From an optimization exercise on the open Yosys and OpenROAD flow, aimed at small area, a short achievable clock period and few clock cycles; shortcuts taken in it are not production practice. The RTL was checked by simulation tests, not by an equivalence proof against the original design. Power and IR drop assume default switching activity.

### config.mk
export PLATFORM = sky130hd
export DESIGN_NAME = csa_core
export DESIGN_NICKNAME = csa_core
export VERILOG_FILES = /design/flow/design.v
export SDC_FILE = /design/flow/constraint.sdc
export NUM_CORES = 4
export LEC_CHECK = 0
export CAP_MARGIN = 20
export CORE_MARGIN = 2
export CORE_UTILIZATION = 50
export SETUP_SLACK_MARGIN = 3.5
export SLEW_MARGIN = 20
export SYNTH_HIERARCHICAL = 1
export TNS_END_PERCENT = 5
### constraint.sdc
create_clock -name core_clock -period 7.0 [get_ports {clk}]
set_input_delay 1.4000 -clock core_clock [delete_from_list [all_inputs] [get_ports {clk}]]
set_output_delay 1.4000 -clock core_clock [all_outputs]
set_load 0.01 [all_outputs]
### design.v
module csa_core (
    input  wire        clk,
    input  wire        rst,           
    input  wire [15:0] limit,         
    output wire [4:0]  pmem_addr,
    input  wire [47:0] pmem_rdata,
    input  wire        in_valid,      
    input  wire [31:0] in_tick,       
    input  wire [31:0] in_code,       
    output wire        in_pop,        
    output reg         out_valid,
    output wire [31:0] out_data,
    output wire        done,
    output reg  [3:0]  status,
    output wire [31:0] tick,
    output reg  [15:0] icount,
    output reg  [31:0] acc,
    output reg  [31:0] pc
);
    localparam ST_RUN     = 4'd0;
    localparam ST_HALT    = 4'd1;
    localparam ST_INEXH   = 4'd2;
    localparam ST_LIMIT   = 4'd3;
    localparam ST_F_AOB   = 4'd9;
    localparam ST_F_UNK   = 4'd10;
    localparam ST_F_AM    = 4'd11;
    localparam ST_F_STACK = 4'd12;
    localparam ST_F_PC    = 4'd13;
    localparam ST_F_MISS  = 4'd14;
    localparam ST_F_RSV   = 4'd15;
    localparam OP_LOAD = 4'h0, OP_ST  = 4'h1, OP_ADD  = 4'h2, OP_CMP  = 4'h3;
    localparam OP_NOP  = 4'h4, OP_EI  = 4'h5, OP_DI   = 4'h6, OP_CALL = 4'h7;
    localparam OP_RET  = 4'h8, OP_IRET= 4'h9, OP_HALT = 4'hA, OP_JUMP = 4'hB;
    localparam OP_JZ   = 4'hC, OP_JNZ = 4'hD, OP_JBE  = 4'hE, OP_JEV  = 4'hF;
    localparam M_N = 3'd0, M_I = 3'd1, M_D = 3'd2, M_X = 3'd3, M_PI = 3'd4, M_PD = 3'd5;
    localparam S_FETCH  = 3'd0;    
    localparam S_EX     = 3'd1;    
    localparam S_INTCHK = 3'd2;    
    localparam S_IRQ    = 3'd3;    
    localparam S_LDPC   = 3'd4;    
    localparam S_STOP   = 3'd5;
    localparam S_FIN    = 3'd6;    
    reg [2:0]  state;
    reg [19:0] tick_r;
    reg [2:0]  tk_p;                  
    reg [3:0]  fin_st;                
    reg [4:0]  sp;
    reg        sp_z, sp_max;          
    reg        ie, be;
    reg        acc_z;                 
    reg        pc_oor;                
    reg        lim_hit;               
    reg        cont;                  
    reg [3:0]  cr_op;
    reg [3:0]  cr_fault;              
    reg        cr_dec;                
    reg [15:0] cr_oh;                 
    reg        cr_imm;                
    reg        cr_mem;                
    reg        cr_first;              
    reg        cr_x;                  
    reg        cr_pi;                 
    reg [2:0]  cr_k;                  
    reg [31:0] cr_arg;
    reg        cr_inb;                
    reg        cr_a0;                 
    reg [31:0] opr;                   
    reg        stale;                 
    reg        hv_r;
    reg        ht_hi;                 
    reg [20:0] gap;                   
    reg [5:0]  tos;                   
    reg [5:0]  nos;                   
    reg [4:0]  fa;                    
    reg        pc_unk;                
    reg [4:0]  pc_src;
    reg        vc_valid, vc_argp, vc_inr;
    reg [4:0]  vc_v;
    reg [31:0] dmem  [1:31];
    reg [31:1] dvalid;
    reg [5:0]  stack [0:30];
    assign tick     = {12'd0, tick_r};
    assign done     = (status != ST_RUN);
    assign out_data = dmem[1];
    integer i;
    function [32:0] ks_add(input [31:0] a, input [31:0] b, input cin);
        reg [31:0] g, p, gn, pn;
        integer d, j;
        begin
            g = a & b;
            p = a ^ b;
            g[0] = g[0] | (p[0] & cin);
            for (d = 1; d < 32; d = d * 2) begin
                gn = g;
                pn = p;
                for (j = d; j < 32; j = j + 1) begin
                    gn[j] = g[j] | (p[j] & g[j - d]);
                    pn[j] = p[j] & p[j - d];
                end
                g = gn;
                p = pn;
            end
            ks_add = {g[31], (a ^ b) ^ {g[30:0], cin}};
        end
    endfunction
    wire [7:0]  f_op   = pmem_rdata[47:40];
    wire [2:0]  f_mode = pmem_rdata[39:37];
    wire        f_argp = pmem_rdata[36];
    wire        f_data = (f_op == 8'h00) || (f_op == 8'h02) || (f_op == 8'h03);
    wire        f_xfer = (f_op == 8'h07) || (f_op == 8'h0B) || (f_op == 8'h0C) ||
                         (f_op == 8'h0D) || (f_op == 8'h0E) || (f_op == 8'h0F);
    wire        f_mmem = (f_mode == M_D) || (f_mode == M_X) || (f_mode == M_PI) || (f_mode == M_PD);
    wire        f_mism = f_data            ? (f_mode == M_N) :
                         (f_op == 8'h01)   ? !f_mmem :
                                             (f_mode != M_N);
    wire [3:0]  f_fault = (f_op > 8'h0F)                                ? ST_F_UNK :
                          (f_mode > M_PD || pmem_rdata[35:32] != 4'd0)  ? ST_F_RSV :
                          f_mism                                        ? ST_F_AM  :
                          (((f_mode != M_N) || f_xfer) && !f_argp)      ? ST_F_MISS :
                                                                          4'd0;
    wire [2:0]  f_k = 3'd1 + ((f_mode == M_I) ? 3'd1 : (f_mode == M_D) ? 3'd2 : 3'd0) +
                      ((f_op == 8'h01) ? 3'd2 : (f_op == 8'h04) ? 3'd0 : 3'd1);
    wire op_load = cr_oh[OP_LOAD], op_st  = cr_oh[OP_ST];
    wire op_add  = cr_oh[OP_ADD],  op_cmp = cr_oh[OP_CMP];
    wire op_ei   = cr_oh[OP_EI],   op_di  = cr_oh[OP_DI];
    wire op_call = cr_oh[OP_CALL], op_iret = cr_oh[OP_IRET];
    wire op_rets = cr_oh[OP_RET] || op_iret;
    wire op_halt = cr_oh[OP_HALT];
    wire taken = cr_oh[OP_JUMP] || cr_oh[OP_CALL] ||
                 (cr_oh[OP_JZ]  &&  acc_z) ||
                 (cr_oh[OP_JNZ] && !acc_z) ||
                 (cr_oh[OP_JBE] &&  be) ||
                 (cr_oh[OP_JEV] && !acc[0]);
    wire        polls = cr_mem && cr_a0;                      
    wire [31:0] rd    = opr;                                  
    wire [31:0] opnd  = opr;
    wire [31:0] sum;
    wire        ge;                                       
    csa_core_add u_add (.a(acc), .b(opnd), .s(sum));
    csa_core_cmp u_cmp (.a(acc), .b(opnd), .ge(ge));
    wire [31:0] zx    = (acc ^ opnd) ^ {acc[30:0] | opnd[30:0], 1'b0};
    wire        sum_z = (zx == 32'd0);
    wire        opnd_z = (opnd == 32'd0);
    wire ex_lim   = !cont && lim_hit;
    wire ex_pcf   = !cont && pc_oor;
    wire ex_dec   = !cont && cr_dec;
    wire ex_aob   = cr_mem && !cr_inb;
    wire ex_inx   = polls && !hv_r;
    wire ex_stk   = (op_call && sp_max) || (op_rets && sp_z);
    wire ex_stop  = ex_lim || ex_pcf || ex_dec || ex_aob || ex_inx || ex_stk || op_halt;
    wire [3:0] ex_status = ex_lim ? ST_LIMIT :
                           ex_pcf ? ST_F_PC  :
                           ex_dec ? cr_fault :
                           ex_aob ? ST_F_AOB :
                           ex_inx ? ST_INEXH :
                           ex_stk ? ST_F_STACK : ST_HALT;
    wire [2:0] ex_stop_ticks = (ex_lim || ex_pcf) ? 3'd0 :
                               (ex_dec || ex_aob || ex_stk || op_halt) ? {2'd0, !cont} :
                               {1'b0, !cont, cont};           
    wire ie_eff = op_ei || op_iret || (ie && !op_di);
    wire stall  = stale && (((state == S_EX) && (polls || (ie_eff && !cr_first))) ||
                            (state == S_INTCHK));
    wire [3:0]  kk     = {1'b0, tk_p} + {1'b0, cr_k};           
    wire        gap_le = gap[20] || ((gap[19:4] == 16'd0) && (gap[3:0] <= kk));
    wire        due    = hv_r && !ht_hi && gap_le;
    wire        defer  = polls && ie_eff;
    wire        irq    = ie_eff && due && !polls;
    wire        ret_ptr = tos[5];
    wire [5:0]  ret_np  = {1'b0, tos[4:0]} + 6'd1;
    wire [5:0]  pc_np   = {1'b0, pc[4:0]} + 6'd1;
    wire [31:0] npc     = taken   ? cr_arg :
                          op_rets ? {26'd0, ret_np} :
                                    {26'd0, pc_np};
    wire irq2 = ie && hv_r && !ht_hi && (gap[20] || ((gap[19:3] == 17'd0) && (gap[2:0] <= tk_p)));
    wire [32:0] pm1_c     = ks_add(pc, 32'hFFFFFFFF, 1'b0);
    wire [31:0] pm1       = pm1_c[31:0];
    wire        pm1_inr   = (!pc_oor && pc[4:0] != 5'd0) || (pc == 32'd32);    
    wire [4:0]  pm1_lo    = pc[4:0] - 5'd1;
    wire [5:0]  irq_entry = (!pc_unk && pm1_inr) ? {1'b0, pm1_lo} : {1'b1, pc_src};
    wire ex_act   = (state == S_EX) && !stall;
    wire ex_go    = ex_act && !ex_stop;
    wire ex_half  = ex_go && cr_first;                         
    wire ex_done  = ex_go && !cr_first;                        
    wire ic_act   = (state == S_INTCHK) && !stall;
    wire irq_ok   = (state == S_IRQ) && vc_valid && vc_argp && !sp_max;
    wire irq_bad  = (state == S_IRQ) && vc_valid && !(vc_argp && !sp_max);
    wire [31:0] adj;                                         
    csa_core_incdec u_adj (.a(opr), .inc(cr_pi), .s(adj));
    wire        wr_st = ex_act && !cr_first && op_st && !ex_lim && !ex_pcf && !ex_dec &&
                        !ex_aob && !ex_inx;
    wire        wr_pp = ex_half && !cr_x;                      
    wire        wr    = wr_st || wr_pp;
    wire [4:0]  wa    = cr_arg[4:0];
    wire [31:0] wdata = cr_first ? adj : acc;
    wire [31:1] dvalid_nx;
    genvar g;
    generate
        for (g = 1; g < 32; g = g + 1) begin : g_dv
            assign dvalid_nx[g] = dvalid[g] || (wr && wa == g);
        end
    endgenerate
    wire        cr_hold = (state == S_EX) && stall;           
    wire        cr_ptr  = (state == S_EX) && cr_first && !(stale && polls);
    wire [4:0]  sel_a   = cr_ptr ? rd[4:0] : cr_hold ? cr_arg[4:0] : pmem_rdata[4:0];
    wire        sel_en  = cr_ptr ? 1'b1 : cr_hold ? cr_mem : f_mmem;
    wire [31:1] sel_nx;
    generate
        for (g = 1; g < 32; g = g + 1) begin : g_sel
            assign sel_nx[g] = sel_en && (sel_a == g) && dvalid[g];    
        end
    endgenerate
    reg  [31:0] rd_nx;
    always @(*) begin
        rd_nx = 32'd0;
        for (i = 1; i < 32; i = i + 1)
            rd_nx = rd_nx | ({32{sel_nx[i]}} & dmem[i]);
    end
    wire        imm_nx  = cr_ptr ? 1'b0 : cr_hold ? cr_imm : (f_mode == M_I);
    wire [31:0] arg_nx  = cr_ptr ? rd : cr_hold ? cr_arg : pmem_rdata[31:0];
    wire        poll_nx = sel_en && (sel_a == 5'd0);
    wire        fwd     = wr && (wa == sel_a);
    wire [31:0] opr_nx  = imm_nx  ? arg_nx :
                          poll_nx ? in_code :
                          fwd     ? wdata : rd_nx;
    assign in_pop = (state == S_EX) && !stale && !ex_lim && !ex_pcf && !ex_dec &&
                    polls && hv_r;
    wire [4:0] pa_cur = (state == S_FETCH)  ? pc[4:0] :
                        (state == S_INTCHK) ? pc_np[4:0] :
                        (state == S_IRQ)    ? (vc_valid ? vc_v : 5'd0) :
                        (state == S_LDPC)   ? pc_src :
                                              npc[4:0];
    assign pmem_addr = (state == S_IRQ) ? (vc_v & {5{vc_valid}}) : fa;
    wire        az_nx  = (ex_done && op_load) ? opnd_z : (ex_done && op_add) ? sum_z : acc_z;
    wire        a0_nx  = (ex_done && op_load) ? opnd[0] : (ex_done && op_add) ? sum[0] : acc[0];
    wire        be_nx  = (ex_done && op_cmp) ? ge : be;
    wire [4:0]  tos_nx = (ex_done && op_call) ? pc[4:0] :
                         (ex_done && op_rets) ? nos[4:0] :
                         irq_ok ? irq_entry[4:0] : tos[4:0];
    wire [4:0]  pcf    = (state == S_IRQ) ? vc_v : pa_cur;
    wire [3:0]  w_op   = pmem_rdata[43:40];
    wire        w_tk   = (w_op == OP_JUMP) || (w_op == OP_CALL) ||
                         ((w_op == OP_JZ)  &&  az_nx) ||
                         ((w_op == OP_JNZ) && !az_nx) ||
                         ((w_op == OP_JBE) &&  be_nx) ||
                         ((w_op == OP_JEV) && !a0_nx);
    wire        w_rt   = (w_op == OP_RET) || (w_op == OP_IRET);
    wire [4:0]  w_npc  = w_tk ? pmem_rdata[4:0] : w_rt ? tos_nx + 5'd1 : pcf + 5'd1;
    wire [4:0]  fa_nx  =
        (state == S_FETCH)                   ? w_npc :
        (state == S_EX) ?
            ((stall || ex_half || ex_stop) ? fa :
             defer                               ? pc_np[4:0] :
             (op_rets && ret_ptr)                ? tos[4:0] : w_npc) :
        (state == S_INTCHK) ?
            (stall                               ? fa : w_npc) :
        (state == S_IRQ) ?
            (!vc_valid                           ? pmem_rdata[4:0] :
             !irq_ok                             ? fa :
             vc_inr                              ? w_npc : 5'd0) :
        (state == S_LDPC)                    ? pmem_rdata[4:0] : fa;
    wire        icnt_inc = (ex_done && !defer) || ic_act;
    wire [2:0]  tk_inc = !ex_act  ? 3'd0 :
                         ex_stop  ? ex_stop_ticks :
                         cr_first ? (cr_x ? 3'd3 : 3'd5) : cr_k;
    wire        tk_cin = (ex_done && !defer && !irq) || (ic_act && !irq2) || irq_ok;
    wire [19:0] tick_nx;
    csa_core_tick u_tick (.t(tick_r), .inc(tk_p), .s(tick_nx));
    wire [20:0] gap_nx;
    csa_core_gap u_gap (.h(in_tick[19:0]), .t(tick_nx), .d(gap_nx));
    wire [15:0] icount_1 = icount + 16'd1;
    wire [15:0] icount_m = icount - 16'd1;
    always @(posedge clk) begin
        if (wr && wa != 5'd0)
            dmem[wa] <= wdata;
    end
    always @(posedge clk) begin
        if (irq_ok)
            stack[sp] <= irq_entry;
        else if (ex_done && op_call)
            stack[sp] <= {1'b0, pc[4:0]};
    end
    always @(posedge clk) begin
        if (irq_ok) begin
            tos <= irq_entry;
            nos <= tos;
        end else if (ex_done && op_call) begin
            tos <= {1'b0, pc[4:0]};
            nos <= tos;
        end else if (ex_done && op_rets) begin
            tos <= nos;
            nos <= stack[sp - 5'd3];
        end
    end
    always @(posedge clk) begin
        stale <= rst || in_pop;
        hv_r  <= in_valid;
        fa    <= rst ? 5'd2 : fa_nx;
        ht_hi <= (in_tick[31:20] != 12'd0);
        gap   <= gap_nx;
    end
    always @(posedge clk) begin
        opr <= opr_nx;
        if (cr_ptr) begin
            cr_imm   <= 1'b0;
            cr_mem   <= 1'b1;
            cr_first <= 1'b0;
            cr_k     <= op_st ? 3'd4 : 3'd3;
            cr_fault <= 4'd0;
            cr_dec   <= 1'b0;
            cr_arg   <= rd;
            cr_inb   <= (rd[31:5] == 27'd0);
            cr_a0    <= (rd == 32'd0);
        end else if (!cr_hold) begin
            cr_op    <= pmem_rdata[43:40];
            for (i = 0; i < 16; i = i + 1)
                cr_oh[i] <= (pmem_rdata[43:40] == i);
            cr_dec   <= (f_fault != 4'd0);
            cr_imm   <= (f_mode == M_I);
            cr_mem   <= f_mmem;
            cr_first <= (f_mode == M_X) || (f_mode == M_PI) || (f_mode == M_PD);
            cr_x     <= (f_mode == M_X);
            cr_pi    <= (f_mode == M_PI);
            cr_k     <= f_k;
            cr_fault <= f_fault;
            cr_arg   <= pmem_rdata[31:0];
            cr_inb   <= (pmem_rdata[31:5] == 27'd0);
            cr_a0    <= (pmem_rdata[31:0] == 32'd0);
        end
    end
    always @(posedge clk) begin
        out_valid <= 1'b0;
        if (rst) begin
            state    <= S_FETCH;
            status   <= ST_RUN;
            tick_r   <= 20'd0;
            tk_p     <= 3'd0;
            icount   <= 16'd0;
            acc      <= 32'd0;
            acc_z    <= 1'b1;
            pc       <= 32'd2;
            pc_oor   <= 1'b0;
            sp       <= 5'd0;
            sp_z     <= 1'b1;
            sp_max   <= 1'b0;
            ie       <= 1'b0;
            be       <= 1'b0;
            lim_hit  <= (limit == 16'd0);
            cont     <= 1'b0;
            pc_unk   <= 1'b0;
            vc_valid <= 1'b0;
            dvalid   <= 31'd0;
        end else begin
            dvalid <= dvalid_nx;
            tick_r <= tick_nx;
            tk_p   <= tk_inc + {2'd0, tk_cin};
            if (wr && wa == 5'd1)
                out_valid <= 1'b1;
            if (icnt_inc) begin
                icount  <= icount_1;
                lim_hit <= (icount_1 >= limit);
            end
            if (irq_bad) begin
                icount  <= icount_m;
                lim_hit <= 1'b0;              
            end
            case (state)
            S_FETCH: state <= S_EX;
            S_EX: begin
                if (stall) begin
                end else if (ex_stop) begin
                    fin_st <= ex_status;
                    state  <= S_FIN;
                end else if (cr_first) begin
                    cont <= 1'b1;
                end else begin
                    cont <= 1'b0;
                    if (op_load) begin acc <= opnd; acc_z <= opnd_z; end
                    if (op_add)  begin acc <= sum;  acc_z <= sum_z;  end
                    if (op_cmp)  be  <= ge;
                    ie <= ie_eff;
                    if (op_call) begin
                        sp     <= sp + 5'd1;
                        sp_z   <= 1'b0;
                        sp_max <= (sp == 5'd30);
                    end
                    if (op_rets) begin
                        sp     <= sp - 5'd1;
                        sp_z   <= (sp == 5'd1);
                        sp_max <= 1'b0;
                    end
                    if (defer) begin
                        state  <= S_INTCHK;
                    end else begin
                        pc     <= npc;
                        pc_oor <= taken ? !cr_inb : op_rets ? ret_np[5] : pc_np[5];
                        pc_unk <= op_rets && ret_ptr;
                        pc_src <= op_rets ? tos[4:0] : pc[4:0];
                        state  <= irq ? S_IRQ : (op_rets && ret_ptr) ? S_LDPC : S_EX;
                    end
                end
            end
            S_INTCHK: begin
                if (!stall) begin
                    pc     <= {26'd0, pc_np};
                    pc_oor <= pc_np[5];
                    pc_unk <= 1'b0;
                    if (irq2) begin
                        state  <= S_IRQ;
                    end else begin
                        state  <= S_EX;
                    end
                end
            end
            S_IRQ: begin
                if (!vc_valid) begin
                    vc_valid <= 1'b1;
                    vc_argp  <= pmem_rdata[36];
                    vc_inr   <= (pmem_rdata[31:5] == 27'd0);
                    vc_v     <= pmem_rdata[4:0];
                end else if (!vc_argp || sp_max) begin
                    pc     <= pm1;
                    pc_oor <= !pm1_inr;
                    fin_st <= vc_argp ? ST_F_STACK : ST_F_MISS;
                    state  <= S_FIN;
                end else begin
                    sp     <= sp + 5'd1;
                    sp_z   <= 1'b0;
                    sp_max <= (sp == 5'd30);
                    ie     <= 1'b0;
                    pc_unk <= 1'b0;
                    if (vc_inr) begin
                        pc    <= {27'd0, vc_v};
                        pc_oor <= 1'b0;
                        state <= S_EX;
                    end else begin
                        pc_src <= 5'd0;
                        state  <= S_LDPC;
                    end
                end
            end
            S_LDPC: begin
                pc     <= pmem_rdata[31:0];
                pc_oor <= (pmem_rdata[31:5] != 27'd0);
                pc_unk <= 1'b0;
                state  <= S_FETCH;
            end
            S_FIN: begin
                status <= fin_st;
                state  <= S_STOP;
            end
            default: state <= S_STOP;
            endcase
        end
    end
endmodule
module csa_core_add (
    input  wire [31:0] a,
    input  wire [31:0] b,
    output wire [31:0] s
);
    assign s = a + b;
endmodule
module csa_core_cmp (
    input  wire [31:0] a,
    input  wire [31:0] b,
    output wire        ge
);
    wire [31:0] d = a - b;
    assign ge = !d[31];
endmodule
module csa_core_incdec (
    input  wire [31:0] a,
    input  wire        inc,
    output wire [31:0] s
);
    wire [31:0] t = inc ? a : ~a;
    reg  [31:0] c;
    integer i;
    always @(*) begin
        c[0] = 1'b1;
        for (i = 1; i < 32; i = i + 1)
            c[i] = c[i - 1] & t[i - 1];
    end
    assign s = a ^ c;
endmodule
module csa_core_tick (
    input  wire [19:0] t,
    input  wire [2:0]  inc,
    output wire [19:0] s
);
    assign s = t + {17'd0, inc};
endmodule
module csa_core_gap (
    input  wire [19:0] h,
    input  wire [19:0] t,
    output wire [20:0] d
);
    assign d = {1'b0, h} - {1'b0, t};
endmodule
### run.sh
#!/bin/bash
# synth_recipe.tcl (not shown) runs the flow's synth.tcl, then flattens the netlist and writes it again
# the make line also repeats each setting of config.mk as NAME=value (left out here)
make -C /OpenROAD-flow-scripts/flow DESIGN_CONFIG=/design/flow/config.mk WORK_HOME=/design/flow/orfs CLKGATE_MAP_FILE= SYNTH_SCRIPT=/design/flow/synth_recipe.tcl finish
==> results of run 1 <==
[layout make-up]
| type | count | area [um2] | area share [%] |
|---|---|---|---|
| diodes | 5 | 12.5 | 0.0153 |
| clock buffers | 218 | 4350 | 5.31 |
| clock inverters | 73 | 744 | 0.910 |
| inverters | 189 | 753 | 0.920 |
| multi-input cells | 3111 | 24300 | 29.7 |
| flip-flops and latches | 1485 | 42100 | 51.4 |
| well taps | 1755 | 2200 | 2.68 |
| repair buffers | 749 | 7420 | 9.06 |
[worst min-delay path, cell delays in order, from the launching register on]
cell	delay, ps
dfxtp_1	330
nand2_1	60
nand2_1	40
[cell usage after synthesis, types with 9 or more instances]
cell and n:
edfxtp_1 1229, mux4_2 50, or3_1 25, a22oi_1 261, or4_1 10, or2_2 12
nor2_1 349, buf_4 28, clkbuf_1 199, a22o_1 142, o31ai_1 10, a21oi_1 208
and3_1 57, nand2_1 295, o211ai_1 12, nand2b_1 31, buf_2 70, nor4_1 49
a211oi_1 65, a222oi_1 32, and4_1 25, dfxtp_1 256, o22ai_1 13, nand4_1 106
o21ai_0 193, a21o_1 37, mux2i_1 67, and2_1 15, o21a_1 14, ha_1 156
a211o_1 9, xnor2_1 88, xor2_1 94, nor2b_1 50, o21bai_1 10, o31a_1 23
buf_1 14, a31oi_1 25, o21ai_1 20, inv_1 185, a221oi_1 145, a221o_1 9
nand3_1 111, nor3_1 90
[what timing repair did]
item                                    4_1_cts  5_1_grt
endpoints found under the hold margin         0        0
cloned                                       22        7
buffers inserted                            227       70
pin swaps                                   144       73
resized for setup                           459      138
endpoints found under the setup margin     1507     1232
hold buffers                                  0        0
[state kept, by name, summed over array words and instances (netlist names), 4 cells and up]
signal and cells:
acc 32, cr_arg 32, cr_oh 15, dmem 992
dvalid 31, fa 5, fin_st 4, gap 21
icount 16, nos 6, opr 32, pc 32
pc_src 5, sp 5, stack 186, status 4
tick_r 20, tos 6, vc_v 5
[worst min path at each step]
stage | startpoint | slack [ps] | to | depth (start not counted)
floorplan | cr_fault[2] | 430 | cr_fault[2] | 2
global placement | dvalid[3] | 440 | dvalid[3] | 2
detailed placement | dvalid[9] | 450 | dvalid[9] | 2
CTS | dvalid[9] | 480 | dvalid[9] | 2
global route | dvalid[9] | 490 | dvalid[9] | 2
finish | cr_fault[1] | 470 | cr_fault[1] | 2
[power groups by stage]
stage / Combinational (mW) / Clock [mW] / Sequential [mW]
final: 6.72 / 8.33 / 11.2
after floorplan: 3.42 / 0 / 11.1
after CTS: 6.20 / 8.37 / 11.1
after global placement: 5.44 / 0 / 11.3
after global routing: 7.08 / 8.72 / 11.2
after detailed placement: 5.51 / 0 / 11.3
[modules after synthesis, one instance, submodules excluded]
module           flops+latches  cells  area [um2]  times used
csa_core_incdec              0    122         976           1
csa_core_tick                0     53         419           1
csa_core                  1485   4370       60800           1
csa_core_gap                 0    179        1210           1
csa_core_cmp                 0    108         773           1
csa_core_add                 0    236        1710           1
[cell families after synthesis]
| group | after synthesis | synth area share, % |
|---|---|---|
| flip-flops | 1485 | 63.8 |
| AND/OR/NAND/NOR | 1276 | 9.71 |
| multiplexers | 127 | 2.95 |
| other | 1 | 0.00569 |
| buffers and inverters | 506 | 3.24 |
| adder cells (fa/ha/maj) | 162 | 3.13 |
| XOR/XNOR | 182 | 2.42 |
| AO/OA/AOI/OAI | 1329 | 14.7 |
[through the flow]
stage               power [mW]  hold slack [ps]
finish                    26.2              473
global placement          16.8              441
CTS                       25.7              477
floorplan                 14.6              425
global route              27.0              489
detailed placement        16.8              451
[routing by layer]
metal	share of wire, %	track usage [%]	routed length (um)
met2	44	53.7	110000
met4	5.7	16.7	14300
met5	0.042	0	105
met3	13	9.64	32200
met1	38	49.9	95700
==> flow_metrics.env, run 1 <==
export IMPL_critical_path_top_delay_family="compound AO/OA/AOI/OAI gates"
export IMPL_cp_endpoint="opr[27]"
export IMPL_maxSlewHeadroom_pct=21.5
export IMPL_slowest_delay_ps=590
export IMPL_min_path_type="flop to flop"
export IMPL_synth_edff_count=1229
export IMPL_netlist_instances=5068
export IMPL_drcViolationCount=0
export IMPL_finalSetupViolCount=0
export IMPL_clkTransAtPathRegs_ps=60
export IMPL_fin_cells=7585
export IMPL_final_util_pct=62.4
export IMPL_drive_gt1_share_pct=21.0
export IMPL_final_cell_mix="edfxtp_1, buf_4, nor2_1"
export IMPL_p_comb_share_pct=25.6
export IMPL_worst_path_buf_inv=5
export IMPL_skew_ps=45.1
export IMPL_rsz0062_at_grt="yes"
export IMPL_worstSetupEndpointType="flop"
export IMPL_syn_cell_area_mm2=0.0659
export IMPL_worst_path_most_repeated_cell="nand4_1"
export IMPL_placed_cell_area_mm2=0.0713
export IMPL_cellLeakagePower_nw=28.5
export IMPL_vdd_drop_max_v=0.000278
export IMPL_dp_slack_ps=1380
export IMPL_stdcell_area_mm2=0.0818
export IMPL_worst_slack_ps=3120
export IMPL_root_buffer="clkbuf_16"
export IMPL_ys_types=117
export IMPL_die_area_mm2=0.135
export IMPL_p_clk_share_pct=31.8
export IMPL_routed_wirelength_mm=252
export IMPL_outcome="timing/DRC/antenna clean"
export IMPL_wl_per_cell_um=33.2
export IMPL_crit_start="pmem_rdata[2]"
export IMPL_ys_top_cells_by_area="edfxtp_1, dfxtp_1, a22oi_1"
export IMPL_globalRouteOverflowTotal=0
export IMPL_drt_iter0_markers=7475
export IMPL_rows=133
export IMPL_grt_max_degree=92
export IMPL_slew_violations=0
export IMPL_pwr_share_seq_pct=42.6
export IMPL_htree_num_levels=4
export IMPL_syn_avg_cell_area_um2=13.0
export IMPL_yosys_warnings=8
export IMPL_clk_latency_ps=830
export IMPL_dieWidth_um=367
export IMPL_ys_flop_type="edfxtp_1"
export IMPL_nNetsFinal=5986
export IMPL_hpwlAfterDp_mm=150
export IMPL_fp_dieH_um=367
export IMPL_ys_seq_elements=1485
export IMPL_yosys_area_top_type_share_pct=56.0
export IMPL_ff2ff_setup_slack_ps=3140
export IMPL_firstDrtPassIters=8
export IMPL_synthArstFlopShare_pct=0
export IMPL_maxCapViolations=0
export IMPL_powerDensity_mw_per_mm2=320
export IMPL_cp_cell_sequence="clkdlybuf4s50_1, buf_6, nand2_2, o31ai_4, a221oi_4, buf_12, inv_2, nand4_1, nor4b_4, buf_8, a222oi_1, nand4_1, o31a_1"
export IMPL_rr_worst_depth=14
export IMPL_crit_fanout=32
export IMPL_cp_depth=13
export IMPL_path_class="primary input to flop"
export IMPL_max_clock_path_buffers=3
export IMPL_area_growth_pct=24.3
export IMPL_vias=50542
export IMPL_setup_tns_ps=0
export IMPL_gp_congestion=0.995
export IMPL_track_usage_pct=36.2
export IMPL_fin_crit_ps=3880
export IMPL_cts_tree="done"
export IMPL_grt_antenna_before_repair=10
export IMPL_hold_viol=0
export IMPL_final_common_cell="edfxtp_1"
export IMPL_ant_nets=0
export IMPL_grt_pass1_wl_mm=350
export IMPL_tightest_slew_ps=1180
export IMPL_cp_start_kind="primary input"
export IMPL_worst_path_max_delay_cell="a222oi_1"
export IMPL_port_buffers=274
export IMPL_fmax_ghz=0.258
export IMPL_ys_seq_area_share_pct=63.8
export IMPL_p_sw_mw=8.47
export IMPL_cp_arrival_ps=4560
export IMPL_dp_cells=6963
export IMPL_cts_sinks=1485
export IMPL_crit_required_ps=7680
export IMPL_yosys_area_top_type="edfxtp_1"
export IMPL_min_period_over_period_pct=55.4
export IMPL_vias_per_cell=6.66
export IMPL_swShare_pct=32.3
export IMPL_grt_pass1_vias=46919
export IMPL_pin_count=287
export IMPL_start_util_pct=50.2
export IMPL_r2r_start="state[0]"
export IMPL_design_core_area_mm2=0.131
export IMPL_internal_power_mw=17.7
export IMPL_cts_buffers=158
export IMPL_r2r_end="opr[27]"
export IMPL_fillCellCount=10050
Testbench counts, summed over its fixed seeds: cycles 92,080.
==> run 2: changes to the inputs <==
--- a/design.v
+++ b/design.v
@@ -11,5 +11,5 @@
     output reg         out_valid,
     output wire [31:0] out_data,
-    output wire        done,
+    output reg         done,
     output reg  [3:0]  status,
     output wire [31:0] tick,
@@ -65,4 +65,5 @@
     reg        cr_inb;                
     reg        cr_a0;                 
+    reg        cr_pollok;             
     reg [31:0] opr;                   
     reg        stale;                 
@@ -81,5 +82,4 @@
     reg [5:0]  stack [0:30];
     assign tick     = {12'd0, tick_r};
-    assign done     = (status != ST_RUN);
     assign out_data = dmem[1];
     integer i;
@@ -204,8 +204,12 @@
     wire [4:0]  sel_a   = cr_ptr ? rd[4:0] : cr_hold ? cr_arg[4:0] : pmem_rdata[4:0];
     wire        sel_en  = cr_ptr ? 1'b1 : cr_hold ? cr_mem : f_mmem;
+    wire        src_f   = !cr_ptr && !cr_hold;               
     wire [31:1] sel_nx;
     generate
         for (g = 1; g < 32; g = g + 1) begin : g_sel
-            assign sel_nx[g] = sel_en && (sel_a == g) && dvalid[g];    
+            assign sel_nx[g] = dvalid[g] &&                         
+                               ((cr_ptr && (rd[4:0] == g)) ||
+                                (cr_hold && cr_mem && (cr_arg[4:0] == g)) ||
+                                (src_f && f_mmem && (pmem_rdata[4:0] == g)));
         end
     endgenerate
@@ -223,6 +227,6 @@
                           poll_nx ? in_code :
                           fwd     ? wdata : rd_nx;
-    assign in_pop = (state == S_EX) && !stale && !ex_lim && !ex_pcf && !ex_dec &&
-                    polls && hv_r;
+    assign in_pop = (state == S_EX) && !stale && hv_r && cr_pollok &&
+                    (cont || (!lim_hit && !pc_oor));
     wire [4:0] pa_cur = (state == S_FETCH)  ? pc[4:0] :
                         (state == S_INTCHK) ? pc_np[4:0] :
@@ -311,4 +315,5 @@
             cr_inb   <= (rd[31:5] == 27'd0);
             cr_a0    <= (rd == 32'd0);
+            cr_pollok <= (rd == 32'd0);
         end else if (!cr_hold) begin
             cr_op    <= pmem_rdata[43:40];
@@ -326,4 +331,5 @@
             cr_inb   <= (pmem_rdata[31:5] == 27'd0);
             cr_a0    <= (pmem_rdata[31:0] == 32'd0);
+            cr_pollok <= f_mmem && (pmem_rdata[31:0] == 32'd0) && (f_fault == 4'd0);
         end
     end
@@ -333,4 +339,5 @@
             state    <= S_FETCH;
             status   <= ST_RUN;
+            done     <= 1'b0;
             tick_r   <= 20'd0;
             tk_p     <= 3'd0;
@@ -447,4 +454,5 @@
             S_FIN: begin
                 status <= fin_st;
+                done   <= 1'b1;
                 state  <= S_STOP;
             end
==> flow_metrics.env, run 2 <==
export IMPL_dieWidth_um=368
export IMPL_nNetsFinal=6001
export IMPL_holdBufCountCts=0
export IMPL_max_clock_path_buffers=3
export IMPL_cts_tree="done"
export IMPL_pin_count=287
export IMPL_die_area_mm2=0.136
export IMPL_ant_nets=0
export IMPL_grt_max_degree=76
export IMPL_worstSetupEndpointType="flop"
export IMPL_worst_slack_ps=3160
export IMPL_min_period_over_period_pct=54.9
export IMPL_slowest_delay_ps=570
export IMPL_finalSetupViolCount=0
export IMPL_vdd_drop_max_v=0.000274
export IMPL_htree_num_levels=4
export IMPL_gp_congestion=0.950
export IMPL_synth_commonest_cells="edfxtp_1, nor2_1, nand2_1"
export IMPL_tightest_slew_ps=1130
export IMPL_vias_per_cell=6.63
export IMPL_fp_dieH_um=368
export IMPL_final_common_cell="edfxtp_1"
export IMPL_cts_buffers=155
export IMPL_routed_wirelength_mm=247
export IMPL_firstDrtPassIters=10
export IMPL_yosys_warnings=8
export IMPL_fin_crit_ps=3840
export IMPL_vias=50383
export IMPL_yosys_area_top_type="edfxtp_1"
export IMPL_synth_most_common_cell="edfxtp_1"
export IMPL_ff2ff_setup_slack_ps=3160
export IMPL_min_delay_start="dvalid[20]"
export IMPL_area_growth_pct=22.0
export IMPL_ys_top_cells_by_area="edfxtp_1, dfxtp_1, ha_1"
export IMPL_min_path_type="flop to flop"
export IMPL_crit_start="cr_oh[9]"
export IMPL_ys_flop_type="edfxtp_1"
export IMPL_grt_pass1_vias=47369
export IMPL_drive_gt1_share_pct=18.1
export IMPL_syn_cell_area_mm2=0.0663
export IMPL_powerDensity_mw_per_mm2=320
export IMPL_worst_path_max_delay_cell="or4_4"
export IMPL_crit_fanout=5
export IMPL_max_flop_register="dmem"
export IMPL_yosys_area_top_type_share_pct=55.7
export IMPL_cp_start_kind="flop"
export IMPL_cp_endpoint="fa[1]"
export IMPL_netlist_instances=5178
export IMPL_clkTransAtPathRegs_ps=70
export IMPL_setup_tns_ps=0
export IMPL_cp_cell_sequence="or2_4, buf_12, a221o_1, or4_4, nor2_4, buf_6, a21oi_4, a221o_1, o22ai_2, inv_2, ha_4, mux2_4, a2111oi_4, a211oi_2"
export IMPL_crit_required_ps=7660
export IMPL_cp_arrival_ps=4500
export IMPL_globalRouteOverflowTotal=0
export IMPL_r2r_start="cr_oh[9]"
export IMPL_syn_avg_cell_area_um2=12.8
export IMPL_dp_slack_ps=1180
export IMPL_critical_path_top_delay_family="compound AO/OA/AOI/OAI gates"
export IMPL_start_util_pct=50.4
export IMPL_rows=133
export IMPL_track_usage_pct=35.8
export IMPL_drt_iter0_markers=7194
export IMPL_rr_worst_depth=14
export IMPL_root_buffer="clkbuf_16"
export IMPL_fmax_ghz=0.260
export IMPL_ys_types=115
export IMPL_maxCapViolations=0
export IMPL_skew_ps=30.8
export IMPL_cellLeakagePower_nw=28.0
export IMPL_ys_seq_elements=1487
export IMPL_hold_viol=0
export IMPL_grt_antenna_before_repair=8
export IMPL_cts_sinks=1487
export IMPL_rsz0062_at_grt="yes"
export IMPL_hpwlAfterDp_mm=157
export IMPL_outcome="timing/DRC/antenna clean"
export IMPL_design_core_area_mm2=0.132
export IMPL_slew_violations=0
export IMPL_worst_path_buf_inv=3
export IMPL_wl_per_cell_um=32.5
export IMPL_path_class="flop to flop"
export IMPL_r2r_end="fa[1]"
export IMPL_maxSlewHeadroom_pct=24.0
export IMPL_worst_path_most_repeated_cell="a221o_1"
export IMPL_port_buffers=274
export IMPL_top_regs="dmem: 992 flops, stack: 186 flops"
export IMPL_clk_latency_ps=820
export IMPL_largest_reg_flops=992
export IMPL_synth_edff_count=1230
export IMPL_synthArstFlopShare_pct=0
export IMPL_cp_depth=14
export IMPL_drcViolationCount=0
export IMPL_final_cell_mix="edfxtp_1, nand2_1, buf_4"
export IMPL_grt_pass1_wl_mm=349
export IMPL_ys_seq_area_share_pct=63.5
[run 2: cell types whose count changed after synthesis, moves of 19 or more]
cell | previous run | this run
o21a_1 | 14 | 45
xnor2_1 | 88 | 110
o22ai_1 | 13 | 41
clkbuf_1 | 199 | 243
o31a_1 | 23 | 2
a211oi_1 | 65 | 85
buf_2 | 70 | 23
a21oi_1 | 208 | 189
nand2_1 | 295 | 332
a21boi_1 | 0 | 26
nand4_1 | 106 | 131
[run 2: per-module statistics from Yosys, one instance, submodules excluded]
| module | flops+latches | area [um2] |
|---|---|---|
| csa_core | 1487 | 61300 |
| csa_core_add | 0 | 1710 |
| csa_core_gap | 0 | 1170 |
| csa_core_incdec | 0 | 976 |
| csa_core_cmp | 0 | 773 |
| csa_core_tick | 0 | 419 |
[run 2: final cells by class]
type | instances | area [um2]
Clock buffer | 199 | 4300
Clock inverter | 91 | 973
Multi-Input combinational cell | 3207 | 24100
Fill cell | 10240 | 50700
Inverter | 187 | 724
Sequential cell | 1487 | 42200
Timing Repair inverter | 2 | 15.0
Antenna cell | 5 | 12.5
Timing Repair Buffer | 668 | 6450
Tap cell | 1755 | 2200
[run 2: cells by family (layout without fill, tap and decap cells)]
logic type,after synthesis,after routing,share of synthesized area (%)
flip-flops,1487,1487,63.5
AND/OR/NAND/NOR,1362,1367,10.2
AO/OA/AOI/OAI,1350,1352,14.8
buffers and inverters,502,1147,3.04
XOR/XNOR,191,191,2.52
adder cells (fa/ha/maj),163,163,3.13
multiplexers,122,122,2.89
other,1,17,0.00566
[run 2: worst min path at each step]
stage	to	slack, ps	depth (start not counted)
floorplan	dvalid[1]	430	1
global placement	dvalid[4]	450	1
detailed placement	dvalid[12]	450	1
CTS	dvalid[12]	470	1
global route	dvalid[15]	480	1
finish	dvalid[20]	470	1
[run 2: power breakdown]
part | total [mW] | internal (mW) | switching (mW)
Combinational | 6.30 | 2.16 | 4.14
Sequential | 11.0 | 10.6 | 0.453
Clock | 8.59 | 4.97 | 3.62
Total | 25.9 | 17.7 | 8.21
[run 2: stage by stage]
| stage | utilization (%) | instances | instance area [um2] | hold WS (ps) | power [mW] |
|---|---|---|---|---|---|
| floorplan | - | 5189 | 66400 | 434 | 14.3 |
| global placement | 54.9 | 7093 | 72200 | 449 | 16.6 |
| detailed placement | 54.9 | 7094 | 72300 | 453 | 16.6 |
| CTS | 61.1 | 7574 | 80400 | 466 | 25.7 |
| global route | 61.5 | 7597 | 80900 | 479 | 26.7 |
| finish | 61.5 | 7601 | 80900 | 467 | 25.9 |
[run 2: repair_timing]
item	in CTS	in global routing
setup buffers	175	21
gates cloned	15	1
setup endpoints to repair	1506	1236
resized for setup	298	78
pin swaps	104	26
[run 2: per-layer routing]
layer  wire (um)  global-route usage [%]  share of wire (%)  vias to the layer above
met5          52                  0.0712              0.021                        -
met4       12900                    16.2                5.2                        8
met3       28800                    8.41                 12                      638
met2      110000                    54.3                 45                     3423
met1       94900                    49.0                 38                    25003
li1            -                       -                  -                    21311
Testbench counts of run 2, summed over its fixed seeds: cycles 92,080.
==> run 3: changes to the inputs <==
--- a/config.mk
+++ b/config.mk
@@ -12,3 +12,3 @@
 export SLEW_MARGIN = 20
 export SYNTH_HIERARCHICAL = 1
-export TNS_END_PERCENT = 5
+export TNS_END_PERCENT = 20
==> flow_metrics.env, run 3 <==
export IMPL_outcome="timing/DRC/antenna clean"
export IMPL_cellLeakagePower_nw=27.9
export IMPL_maxSlewHeadroom_pct=21.9
export IMPL_start_util_pct=50.4
export IMPL_grt_antenna_before_repair=6
export IMPL_drcViolationCount=0
export IMPL_rsz0062_at_grt="yes"
export IMPL_fp_dieH_um=368
export IMPL_firstDrtPassIters=6
export IMPL_clk_latency_ps=820
export IMPL_vias_per_cell=6.62
export IMPL_slew_violations=0
export IMPL_cts_sinks=1487
export IMPL_yosys_warnings=8
export IMPL_drt_iter0_markers=7576
export IMPL_rr_worst_depth=11
export IMPL_worstSetupEndpointType="flop"
export IMPL_hold_viol=0
export IMPL_vdd_drop_max_v=0.000252
export IMPL_cts_tree="done"
export IMPL_wl_per_cell_um=32.7
export IMPL_m1WireLength_mm=97.0
export IMPL_grt_pass1_vias=47121
export IMPL_cts_buffers=158
export IMPL_final_cell_mix="edfxtp_1, nand2_1, nor2_1"
export IMPL_placed_cell_area_mm2=0.0723
export IMPL_yosys_area_top_type_share_pct=55.7
export IMPL_met2_length_mm=112
export IMPL_port_buffers=274
export IMPL_fmax_ghz=0.267
export IMPL_holdBufCountCts=0
export IMPL_synth_edff_count=1230
export IMPL_final_common_cell="edfxtp_1"
export IMPL_ys_seq_elements=1487
export IMPL_top_regs="dmem: 992 flops, stack: 186 flops"
export IMPL_largest_reg_flops=992
export IMPL_stdcell_area_mm2=0.0812
export IMPL_max_flop_register="dmem"
export IMPL_root_buffer="clkbuf_16"
export IMPL_ff2ff_setup_slack_ps=3250
export IMPL_r2r_start="acc[26]"
export IMPL_r2r_end="fa[1]"
export IMPL_crit_fanout=5
export IMPL_grt_max_degree=65
export IMPL_gp_congestion=0.948
export IMPL_synth_commonest_cells="edfxtp_1, nor2_1, nand2_1"
export IMPL_min_path_type="flop to flop"
export IMPL_routed_wirelength_mm=248
export IMPL_ys_flop_type="edfxtp_1"
export IMPL_track_usage_pct=35.8
export IMPL_ys_types=115
export IMPL_crit_required_ps=7660
export IMPL_syn_avg_cell_area_um2=12.8
export IMPL_maxCapViolations=0
export IMPL_setup_tns_ps=0
export IMPL_dieWidth_um=368
export IMPL_syn_cell_area_mm2=0.0663
export IMPL_cp_start_kind="flop"
export IMPL_vias=50138
export IMPL_netlist_instances=5178
export IMPL_design_core_area_mm2=0.132
export IMPL_clkTransAtPathRegs_ps=60
export IMPL_wl_met3_mm=27.2
export IMPL_rows=133
export IMPL_hpwlAfterDp_mm=154
export IMPL_ys_seq_area_share_pct=63.5
export IMPL_die_area_mm2=0.136
export IMPL_ant_nets=0
export IMPL_cp_arrival_ps=4410
export IMPL_powerDensity_mw_per_mm2=318
export IMPL_skew_ps=33.7
export IMPL_path_class="flop to flop"
export IMPL_area_growth_pct=22.4
export IMPL_max_clock_path_buffers=3
export IMPL_synthArstFlopShare_pct=0
export IMPL_pin_count=287
export IMPL_top_layer="met5"
export IMPL_synth_most_common_cell="edfxtp_1"
export IMPL_cp_endpoint="fa[1]"
export IMPL_nNetsFinal=5986
export IMPL_diodes=0
export IMPL_finalPower_mw=25.8
export IMPL_finalSetupViolCount=0
export IMPL_yosys_area_top_type="edfxtp_1"
export IMPL_globalRouteOverflowTotal=0
export IMPL_drive_gt1_share_pct=17.9
export IMPL_min_period_over_period_pct=53.6
export IMPL_crit_start="acc[26]"
export IMPL_fin_crit_ps=3750
export IMPL_htree_num_levels=4
export IMPL_tightest_slew_ps=1160
export IMPL_ys_top_cells_by_area="edfxtp_1, dfxtp_1, ha_1"
export IMPL_grt_pass1_wl_mm=349
## run 3: where the power goes
part,internal (mW),total [mW],switching [mW]
combinational,2.23,6.39,4.16
clock,4.69,8.36,3.67
sequential,10.5,11.0,0.471
total,17.5,25.8,8.30
## run 3: worst max-delay path, stage by stage (launching register included)
cell and delay [ps]:
dfxtp_1 580, inv_1 150, ha_1 330, xor2_1 330, nand4_1 370, nor4b_4 550, o21a_1 190, or4_1 130
and3_4 240, mux2_4 330, a2111oi_4 300, a211oi_1 80
## run 3: how the worst min path moves through the flow
stage / startpoint / slack [ps] / depth (start not counted) / end
finish: dvalid[26] / 470 / 1 / dvalid[26]
global route: dvalid[29] / 490 / 1 / dvalid[29]
CTS: dvalid[5] / 470 / 1 / dvalid[5]
detailed placement: dvalid[18] / 460 / 1 / dvalid[18]
global placement: dvalid[5] / 450 / 1 / dvalid[5]
floorplan: dvalid[1] / 430 / 1 / dvalid[1]
## run 3: area by class of cell
type                    instances  area (um2)
fillers                     10168       50500
flip-flops and latches       1487       42100
multi-input cells            3212       24400
repair buffers                647        6540
clock buffers                 201        4220
well taps                    1755        2200
clock inverters                88         955
inverters                     187         713
## run 3: cells by family after synthesis
| family | share of synthesized area [%] |
|---|---|
| AO/OA/AOI/OAI | 14.8 |
| adder cells (fa/ha/maj) | 3.13 |
| other | 0.00566 |
| buffers and inverters | 3.04 |
| XOR/XNOR | 2.52 |
| multiplexers | 2.89 |
| flip-flops | 63.5 |
| AND/OR/NAND/NOR | 10.2 |
## run 3: metrics by stage
step	hold slack, ps	utilization (%)	instances	setup slack (ps)
after CTS	471	61.0	7537	3160
final	470	61.7	7577	3250
after global routing	492	61.7	7577	3220
after global placement	448	54.9	7080	1230
after floorplan	434	-	5189	3030
after detailed placement	456	54.9	7080	1150
## run 3: layer usage
metal	GRT usage, %	vias up
met5	0	-
met4	15.0	10
met3	7.67	576
met2	55.1	3180
met1	49.4	25057
li1	-	21315
## run 3: timing repair
action,4_1_cts,5_1_grt
setup buffers,144,37
gates resized for setup,259,127
pin swaps,86,26
gates cloned,24,3
endpoints found under the setup margin,1493,734
## run 3: modules after synthesis (local to each module, per instance)
module / cells inside / cell area, um2 / flip-flops and latches
csa_core_cmp: 108 / 773 / 0
csa_core_tick: 53 / 419 / 0
csa_core_gap: 165 / 1170 / 0
csa_core_add: 236 / 1710 / 0
csa_core: 4494 / 61300 / 1487
csa_core_incdec: 122 / 976 / 0
==> run 4: changes to the inputs <==
--- a/design.v
+++ b/design.v
@@ -44,4 +44,5 @@
     reg [19:0] tick_r;
     reg [2:0]  tk_p;                  
+    reg [3:0]  kk;                    
     reg [3:0]  fin_st;                
     reg [4:0]  sp;
@@ -74,4 +75,5 @@
     reg [5:0]  nos;                   
     reg [4:0]  fa;                    
+    reg        pred;                  
     reg        pc_unk;                
     reg [4:0]  pc_src;
@@ -119,6 +121,17 @@
                           (((f_mode != M_N) || f_xfer) && !f_argp)      ? ST_F_MISS :
                                                                           4'd0;
-    wire [2:0]  f_k = 3'd1 + ((f_mode == M_I) ? 3'd1 : (f_mode == M_D) ? 3'd2 : 3'd0) +
-                      ((f_op == 8'h01) ? 3'd2 : (f_op == 8'h04) ? 3'd0 : 3'd1);
+    reg  [2:0]  f_k;
+    always @(*) begin
+        case ({f_mode == M_I, f_mode == M_D, f_op == 8'h01, f_op == 8'h04})
+            4'b0000: f_k = 3'd2;      
+            4'b0001: f_k = 3'd1;      
+            4'b0010: f_k = 3'd3;      
+            4'b1000: f_k = 3'd3;      
+            4'b1010: f_k = 3'd4;      
+            4'b0100: f_k = 3'd4;      
+            4'b0110: f_k = 3'd5;      
+            default: f_k = 3'd1;      
+        endcase
+    end
     wire op_load = cr_oh[OP_LOAD], op_st  = cr_oh[OP_ST];
     wire op_add  = cr_oh[OP_ADD],  op_cmp = cr_oh[OP_CMP];
@@ -161,5 +174,4 @@
     wire stall  = stale && (((state == S_EX) && (polls || (ie_eff && !cr_first))) ||
                             (state == S_INTCHK));
-    wire [3:0]  kk     = {1'b0, tk_p} + {1'b0, cr_k};           
     wire        gap_le = gap[20] || ((gap[19:4] == 16'd0) && (gap[3:0] <= kk));
     wire        due    = hv_r && !ht_hi && gap_le;
@@ -182,4 +194,9 @@
     wire ex_half  = ex_go && cr_first;                         
     wire ex_done  = ex_go && !cr_first;                        
+    wire        irq_fast = ex_done && irq && pred && vc_valid && vc_argp && vc_inr && !sp_max;
+    wire        irq_slow = irq && !irq_fast;
+    wire        am1_inr  = (cr_inb && !cr_a0) || (cr_arg == 32'd32);
+    wire [4:0]  am1_lo   = cr_arg[4:0] - 5'd1;
+    wire [5:0]  fast_entry = !taken ? {1'b0, pc[4:0]} : am1_inr ? {1'b0, am1_lo} : {1'b1, pc[4:0]};
     wire ic_act   = (state == S_INTCHK) && !stall;
     wire irq_ok   = (state == S_IRQ) && vc_valid && vc_argp && !sp_max;
@@ -201,5 +218,7 @@
     endgenerate
     wire        cr_hold = (state == S_EX) && stall;           
+    wire [2:0]  cr_k_d;                                        
     wire        cr_ptr  = (state == S_EX) && cr_first && !(stale && polls);
+    assign      cr_k_d  = cr_ptr ? (op_st ? 3'd4 : 3'd3) : cr_hold ? cr_k : f_k;
     wire [4:0]  sel_a   = cr_ptr ? rd[4:0] : cr_hold ? cr_arg[4:0] : pmem_rdata[4:0];
     wire        sel_en  = cr_ptr ? 1'b1 : cr_hold ? cr_mem : f_mmem;
@@ -234,12 +253,16 @@
                         (state == S_LDPC)   ? pc_src :
                                               npc[4:0];
-    assign pmem_addr = (state == S_IRQ) ? (vc_v & {5{vc_valid}}) : fa;
+    assign pmem_addr = fa;
     wire        az_nx  = (ex_done && op_load) ? opnd_z : (ex_done && op_add) ? sum_z : acc_z;
     wire        a0_nx  = (ex_done && op_load) ? opnd[0] : (ex_done && op_add) ? sum[0] : acc[0];
     wire        be_nx  = (ex_done && op_cmp) ? ge : be;
-    wire [4:0]  tos_nx = (ex_done && op_call) ? pc[4:0] :
-                         (ex_done && op_rets) ? nos[4:0] :
-                         irq_ok ? irq_entry[4:0] : tos[4:0];
-    wire [4:0]  pcf    = (state == S_IRQ) ? vc_v : pa_cur;
+    wire        fast_push = irq_fast && !op_rets;
+    wire [4:0]  tos1_b = (ex_done && op_call && !irq_fast) ? pc[4:0] + 5'd1 :
+                         (ex_done && op_rets && !irq_fast) ? nos[4:0] + 5'd1 :
+                         irq_ok ? irq_entry[4:0] + 5'd1 : tos[4:0] + 5'd1;
+    wire [4:0]  tos1_nx = fast_push ? fast_entry[4:0] + 5'd1 : tos1_b;
+    wire [4:0]  pa1    = pa_cur + 5'd1;
+    wire [4:0]  vc1    = vc_v + 5'd1;
+    wire [4:0]  pcf1   = ((state == S_IRQ) || irq_fast) ? vc1 : pa1;
     wire [3:0]  w_op   = pmem_rdata[43:40];
     wire        w_tk   = (w_op == OP_JUMP) || (w_op == OP_CALL) ||
@@ -249,13 +272,32 @@
                          ((w_op == OP_JEV) && !a0_nx);
     wire        w_rt   = (w_op == OP_RET) || (w_op == OP_IRET);
-    wire [4:0]  w_npc  = w_tk ? pmem_rdata[4:0] : w_rt ? tos_nx + 5'd1 : pcf + 5'd1;
-    wire [4:0]  fa_nx  =
+    wire [4:0]  w_npc  = w_tk ? pmem_rdata[4:0] : w_rt ? tos1_nx : pcf1;
+    wire        w_plain = (f_fault == 4'd0) &&
+                          (((w_op == OP_NOP) || (w_op == OP_EI) || (w_op == OP_DI) ||
+                            (w_op == OP_JUMP) || (w_op == OP_JZ) || (w_op == OP_JNZ) ||
+                            (w_op == OP_JBE) || (w_op == OP_JEV) ||
+                            (w_op == OP_RET) || (w_op == OP_IRET)) ||
+                           (((w_op == OP_LOAD) || (w_op == OP_ST) || (w_op == OP_ADD) ||
+                             (w_op == OP_CMP)) &&
+                            ((f_mode == M_I) || ((f_mode == M_D) && (pmem_rdata[31:5] == 27'd0) &&
+                                                 (pmem_rdata[4:0] != 5'd0)))));
+    wire        ie_nx   = irq_ok ? 1'b0 : ex_done ? (ie_eff && !irq_fast) : ie;
+    wire        w_ie    = (w_op == OP_EI) || (w_op == OP_IRET) || (ie_nx && (w_op != OP_DI));
+    wire        w_due   = !stale && hv_r && !ht_hi &&
+                          (gap[20] || ((gap[19:3] == 17'd0) && (gap[2:0] <= f_k)));
+    wire        fresh   = (state == S_FETCH) ||
+                          (ex_done && !defer && !irq_slow && !(op_rets && ret_ptr && !irq_fast)) ||
+                          (ic_act && !irq2) || (irq_ok && vc_inr);
+    wire        pred_nx = fresh && w_plain && w_ie && w_due && !in_pop && vc_valid;
+    wire [4:0]  fa_nx  = pred_nx ? vc_v :
         (state == S_FETCH)                   ? w_npc :
         (state == S_EX) ?
             ((stall || ex_half || ex_stop) ? fa :
              defer                               ? pc_np[4:0] :
-             (op_rets && ret_ptr)                ? tos[4:0] : w_npc) :
+             irq_slow                            ? (vc_v & {5{vc_valid}}) :
+             (op_rets && ret_ptr && !irq_fast)   ? tos[4:0] : w_npc) :
         (state == S_INTCHK) ?
-            (stall                               ? fa : w_npc) :
+            (stall                               ? fa :
+             irq2                                ? (vc_v & {5{vc_valid}}) : w_npc) :
         (state == S_IRQ) ?
             (!vc_valid                           ? pmem_rdata[4:0] :
@@ -267,5 +309,5 @@
                          ex_stop  ? ex_stop_ticks :
                          cr_first ? (cr_x ? 3'd3 : 3'd5) : cr_k;
-    wire        tk_cin = (ex_done && !defer && !irq) || (ic_act && !irq2) || irq_ok;
+    wire        tk_cin = (ex_done && !defer && !irq_slow) || (ic_act && !irq2) || irq_ok;
     wire [19:0] tick_nx;
     csa_core_tick u_tick (.t(tick_r), .inc(tk_p), .s(tick_nx));
@@ -281,4 +323,6 @@
         if (irq_ok)
             stack[sp] <= irq_entry;
+        else if (fast_push)
+            stack[sp] <= fast_entry;
         else if (ex_done && op_call)
             stack[sp] <= {1'b0, pc[4:0]};
@@ -288,4 +332,9 @@
             tos <= irq_entry;
             nos <= tos;
+        end else if (irq_fast) begin
+            if (!op_rets) begin
+                tos <= fast_entry;
+                nos <= tos;
+            end
         end else if (ex_done && op_call) begin
             tos <= {1'b0, pc[4:0]};
@@ -300,4 +349,5 @@
         hv_r  <= in_valid;
         fa    <= rst ? 5'd2 : fa_nx;
+        pred  <= !rst && pred_nx;
         ht_hi <= (in_tick[31:20] != 12'd0);
         gap   <= gap_nx;
@@ -361,4 +411,5 @@
             tick_r <= tick_nx;
             tk_p   <= tk_inc + {2'd0, tk_cin};
+            kk     <= {1'b0, tk_inc} + {3'd0, tk_cin} + {1'b0, cr_k_d};
             if (wr && wa == 5'd1)
                 out_valid <= 1'b1;
@@ -385,11 +436,11 @@
                     if (op_add)  begin acc <= sum;  acc_z <= sum_z;  end
                     if (op_cmp)  be  <= ge;
-                    ie <= ie_eff;
-                    if (op_call) begin
+                    ie <= ie_eff && !irq_fast;
+                    if (op_call || fast_push) begin
                         sp     <= sp + 5'd1;
                         sp_z   <= 1'b0;
                         sp_max <= (sp == 5'd30);
                     end
-                    if (op_rets) begin
+                    if (op_rets && !irq_fast) begin
                         sp     <= sp - 5'd1;
                         sp_z   <= (sp == 5'd1);
@@ -398,4 +449,8 @@
                     if (defer) begin
                         state  <= S_INTCHK;
+                    end else if (irq_fast) begin
+                        pc     <= {27'd0, vc_v};
+                        pc_oor <= 1'b0;
+                        pc_unk <= 1'b0;
                     end else begin
                         pc     <= npc;
--- a/config.mk
+++ b/config.mk
@@ -12,3 +12,3 @@
 export SLEW_MARGIN = 20
 export SYNTH_HIERARCHICAL = 1
-export TNS_END_PERCENT = 20
+export TNS_END_PERCENT = 5
==> flow_metrics.env, run 4 <==
export IMPL_drive_gt1_share_pct=18.3
export IMPL_worst_path_max_delay_cell="o31ai_4"
export IMPL_hold_viol=0
export IMPL_grt_antenna_before_repair=15
export IMPL_fp_dieH_um=370
export IMPL_area_growth_pct=22.2
export IMPL_largest_reg_flops=992
export IMPL_final_cell_mix="edfxtp_1, nand2_1, nor2_1"
export IMPL_syn_avg_cell_area_um2=12.7
export IMPL_cellLeakagePower_nw=28.2
export IMPL_start_util_pct=50.3
export IMPL_vias_per_cell=6.80
export IMPL_slew_violations=0
export IMPL_p_comb_share_pct=28.2
export IMPL_globalRouteOverflowTotal=0
export IMPL_grt_max_degree=66
export IMPL_worst_slack_ps=2890
export IMPL_dieWidth_um=370
export IMPL_rows=134
export IMPL_design_core_area_mm2=0.133
export IMPL_crit_required_ps=7650
export IMPL_hpwlAfterDp_mm=168
export IMPL_powerDensity_mw_per_mm2=330
export IMPL_track_usage_pct=37.2
export IMPL_crit_start="cr_a0"
export IMPL_cts_buffers=157
export IMPL_netlist_instances=5299
export IMPL_htree_num_levels=4
export IMPL_ff2ff_setup_slack_ps=2890
export IMPL_rsz0062_at_grt="yes"
export IMPL_r2r_end="opr[28]"
export IMPL_p_sw_mw=8.96
export IMPL_fmax_ghz=0.244
export IMPL_cts_sinks=1492
export IMPL_maxSlewHeadroom_pct=19.4
export IMPL_port_buffers=274
export IMPL_swShare_pct=33.1
export IMPL_yosys_area_top_type="edfxtp_1"
export IMPL_holdBufCountCts=0
export IMPL_worst_path_buf_inv=3
export IMPL_cp_cell_sequence="nand2_1, nand2_2, o21a_1, buf_4, buf_6, o31ai_4, or4_4, buf_8, nand4_1, nor3_2, nand2_1, o211ai_1, a31oi_1"
export IMPL_cp_endpoint="opr[28]"
export IMPL_stdcell_area_mm2=0.0820
export IMPL_maxCapViolations=0
export IMPL_max_flop_register="dmem"
export IMPL_synthArstFlopShare_pct=0
export IMPL_dp_cells=7243
export IMPL_outcome="timing/DRC/antenna clean"
export IMPL_final_util_pct=61.5
export IMPL_max_clock_path_buffers=3
export IMPL_clk_latency_ps=810
export IMPL_min_period_over_period_pct=58.6
export IMPL_crit_fanout=35
export IMPL_dp_slack_ps=1210
export IMPL_vias=52487
export IMPL_ys_types=121
export IMPL_ys_seq_area_share_pct=62.9
export IMPL_min_path_type="flop to flop"
export IMPL_skew_ps=74.9
export IMPL_finalSetupViolCount=0
export IMPL_ys_flop_type="edfxtp_1"
export IMPL_synth_edff_count=1231
export IMPL_cp_start_kind="flop"
export IMPL_pwr_share_seq_pct=40.9
export IMPL_ant_nets=0
export IMPL_wl_per_cell_um=34.5
export IMPL_drt_iter0_markers=8160
export IMPL_drcViolationCount=0
export IMPL_top_regs="dmem: 992 flops, stack: 186 flops"
export IMPL_ys_top_cells_by_area="edfxtp_1, dfxtp_1, ha_1"
export IMPL_cp_depth=13
export IMPL_critical_path_top_delay_family="simple AND/OR/NAND/NOR gates"
export IMPL_yosys_warnings=8
export IMPL_fin_crit_ps=4110
export IMPL_placed_cell_area_mm2=0.0732
export IMPL_r2r_start="cr_a0"
export IMPL_routed_wirelength_mm=266
export IMPL_path_class="flop to flop"
export IMPL_internal_power_mw=18.1
export IMPL_gp_congestion=0.972
export IMPL_grt_pass1_vias=48386
export IMPL_clkTransAtPathRegs_ps=60
export IMPL_worstSetupEndpointType="flop"
export IMPL_syn_cell_area_mm2=0.0671
export IMPL_setup_tns_ps=0
export IMPL_synth_most_common_cell="edfxtp_1"
export IMPL_cts_tree="done"
export IMPL_final_common_cell="edfxtp_1"
export IMPL_grt_pass1_wl_mm=364
export IMPL_fin_cells=7718
export IMPL_synth_commonest_cells="edfxtp_1, nand2_1, nor2_1"
export IMPL_tightest_slew_ps=1210
export IMPL_p_clk_share_pct=30.9
export IMPL_vdd_drop_max_v=0.000226
export IMPL_rr_worst_depth=13
export IMPL_worst_path_most_repeated_cell="nand2_1"
export IMPL_yosys_area_top_type_share_pct=55.1
export IMPL_pin_count=287
export IMPL_cp_arrival_ps=4760
export IMPL_nNetsFinal=6113
export IMPL_ys_seq_elements=1492
export IMPL_die_area_mm2=0.137
export IMPL_firstDrtPassIters=8
export IMPL_slowest_delay_ps=610
export IMPL_root_buffer="clkbuf_16"
==> run 4: cell count changes in the layout (fill, tap and decap cells not counted), moves of 27 or more <==
cell	delta
nor2_4	-27
a21boi_4	-31
o211ai_1	+38
nand2_1	+57
and3_1	-32
a22oi_1	-52
o21a_4	+27
==> run 4: kinds of logic after synthesis <==
family	share of synthesized area (%)
xor gates and xnor gates	2.62
other	0.00559
DFF	62.9
buffers and inverters	2.99
muxes	2.93
adders and majority gates	3.15
AOI/OAI and AO/OA	15.2
and+or+nand+nor	10.2
==> run 4: layout make-up <==
cell class	instances	area, um2
Tap cell	1768	2210
Multi-Input combinational cell	3324	25200
Inverter	191	738
Sequential cell	1492	42300
Antenna cell	6	15.0
Clock buffer	205	4240
Clock inverter	82	902
Timing Repair Buffer	650	6400
Fill cell	10380	51300
==> run 4: tightest hold or removal path, cell delays in order, from the launching register on <==
cell and delay (ps):
edfxtp_1 320, mux2i_1 60, nor2_1 70
==> run 4: modules after synthesis (local to each module, per instance) <==
module,cells,area [um2],copies in the design
csa_core,4615,62000,1
csa_core_add,236,1710,1
csa_core_cmp,108,773,1
csa_core_gap,165,1170,1
csa_core_incdec,122,976,1
csa_core_tick,53,432,1
==> run 4: through the flow <==
| step | hold WS, ps | total power, mW |
|---|---|---|
| final | 481 | 27.1 |
| after global routing | 488 | 27.9 |
| after CTS | 469 | 26.4 |
| after detailed placement | 455 | 17.7 |
| after global placement | 447 | 17.6 |
| after floorplan | 427 | 15.1 |
==> run 4: repair_timing <==
| item | in CTS | in global routing |
|---|---|---|
| buffers inserted | 103 | 64 |
| pin swaps | 69 | 60 |
| setup endpoints to repair | 1564 | 1173 |
| gates resized for setup | 234 | 214 |
| cloned | 4 | 10 |
==> run 4: worst min-delay path by stage <==
stage	start	to	slack, ps	cells after the start
floorplan	dvalid[1]	dvalid[1]	430	1
global placement	dvalid[29]	dvalid[29]	450	1
detailed placement	dvalid[2]	dvalid[2]	460	1
CTS	dvalid[2]	dvalid[2]	470	1
global route	dvalid[19]	dvalid[19]	490	1
finish	fin_st[1]	status[1]	480	2
==> run 4: layer usage <==
| layer | up-vias | global-route usage [%] | routed length, um |
|---|---|---|---|
| li1 | 21745 | - | - |
| met1 | 26036 | 52.8 | 103000 |
| met2 | 3966 | 54.8 | 113000 |
| met3 | 724 | 10.2 | 37500 |
| met4 | 16 | 13.4 | 12700 |
| met5 | - | 0 | 104 |
==> run 4: power groups by stage <==
stage / sequential, mW / combinational, mW / clock (mW)
6_report: 11.1 / 7.62 / 8.37
5_1_grt: 11.1 / 8.01 / 8.77
3_3_place_gp: 11.2 / 6.38 / 0
4_1_cts: 11.0 / 6.93 / 8.40
2_1_floorplan: 11.1 / 3.99 / 0
3_5_place_dp: 11.2 / 6.45 / 0
Testbench counts of run 4, summed over its fixed seeds: cycles 89,648.

## separate check: timing with driven ports
Ports are ideal in the flow. The routed layouts listed here were re-timed in OpenROAD. Step 1 assumes that a clkbuf_16 drives the clock port and a buf_2 every other input. Step 2 times the ports against the registers' clock, not the clock port: input delays grow and output delays shrink by t, the midpoint of the rising clock arrivals with the driver on. Three values: no drivers, after step 1, after step 2; two values: the first two.
| run | t (ns) | slack for setup (ns) | pins driven straight from the clock port |
|---|---|---|---|
| run 1 | 0.890 | 3.124 / 3.137 / 2.290 | 1 |
| run 2 | 0.876 | 3.160 / 3.160 / 2.302 | 1 |
| run 3 | 0.885 | 3.250 / 3.250 / 2.493 | 1 |
| run 4 | 0.853 | 2.895 / 2.895 / 2.157 | 1 |
After both steps setup and hold are still met in every run listed. For run 2, which loses most, drivers alone change the setup slack by 0.000 ns; drivers and shift together by -0.858 ns.
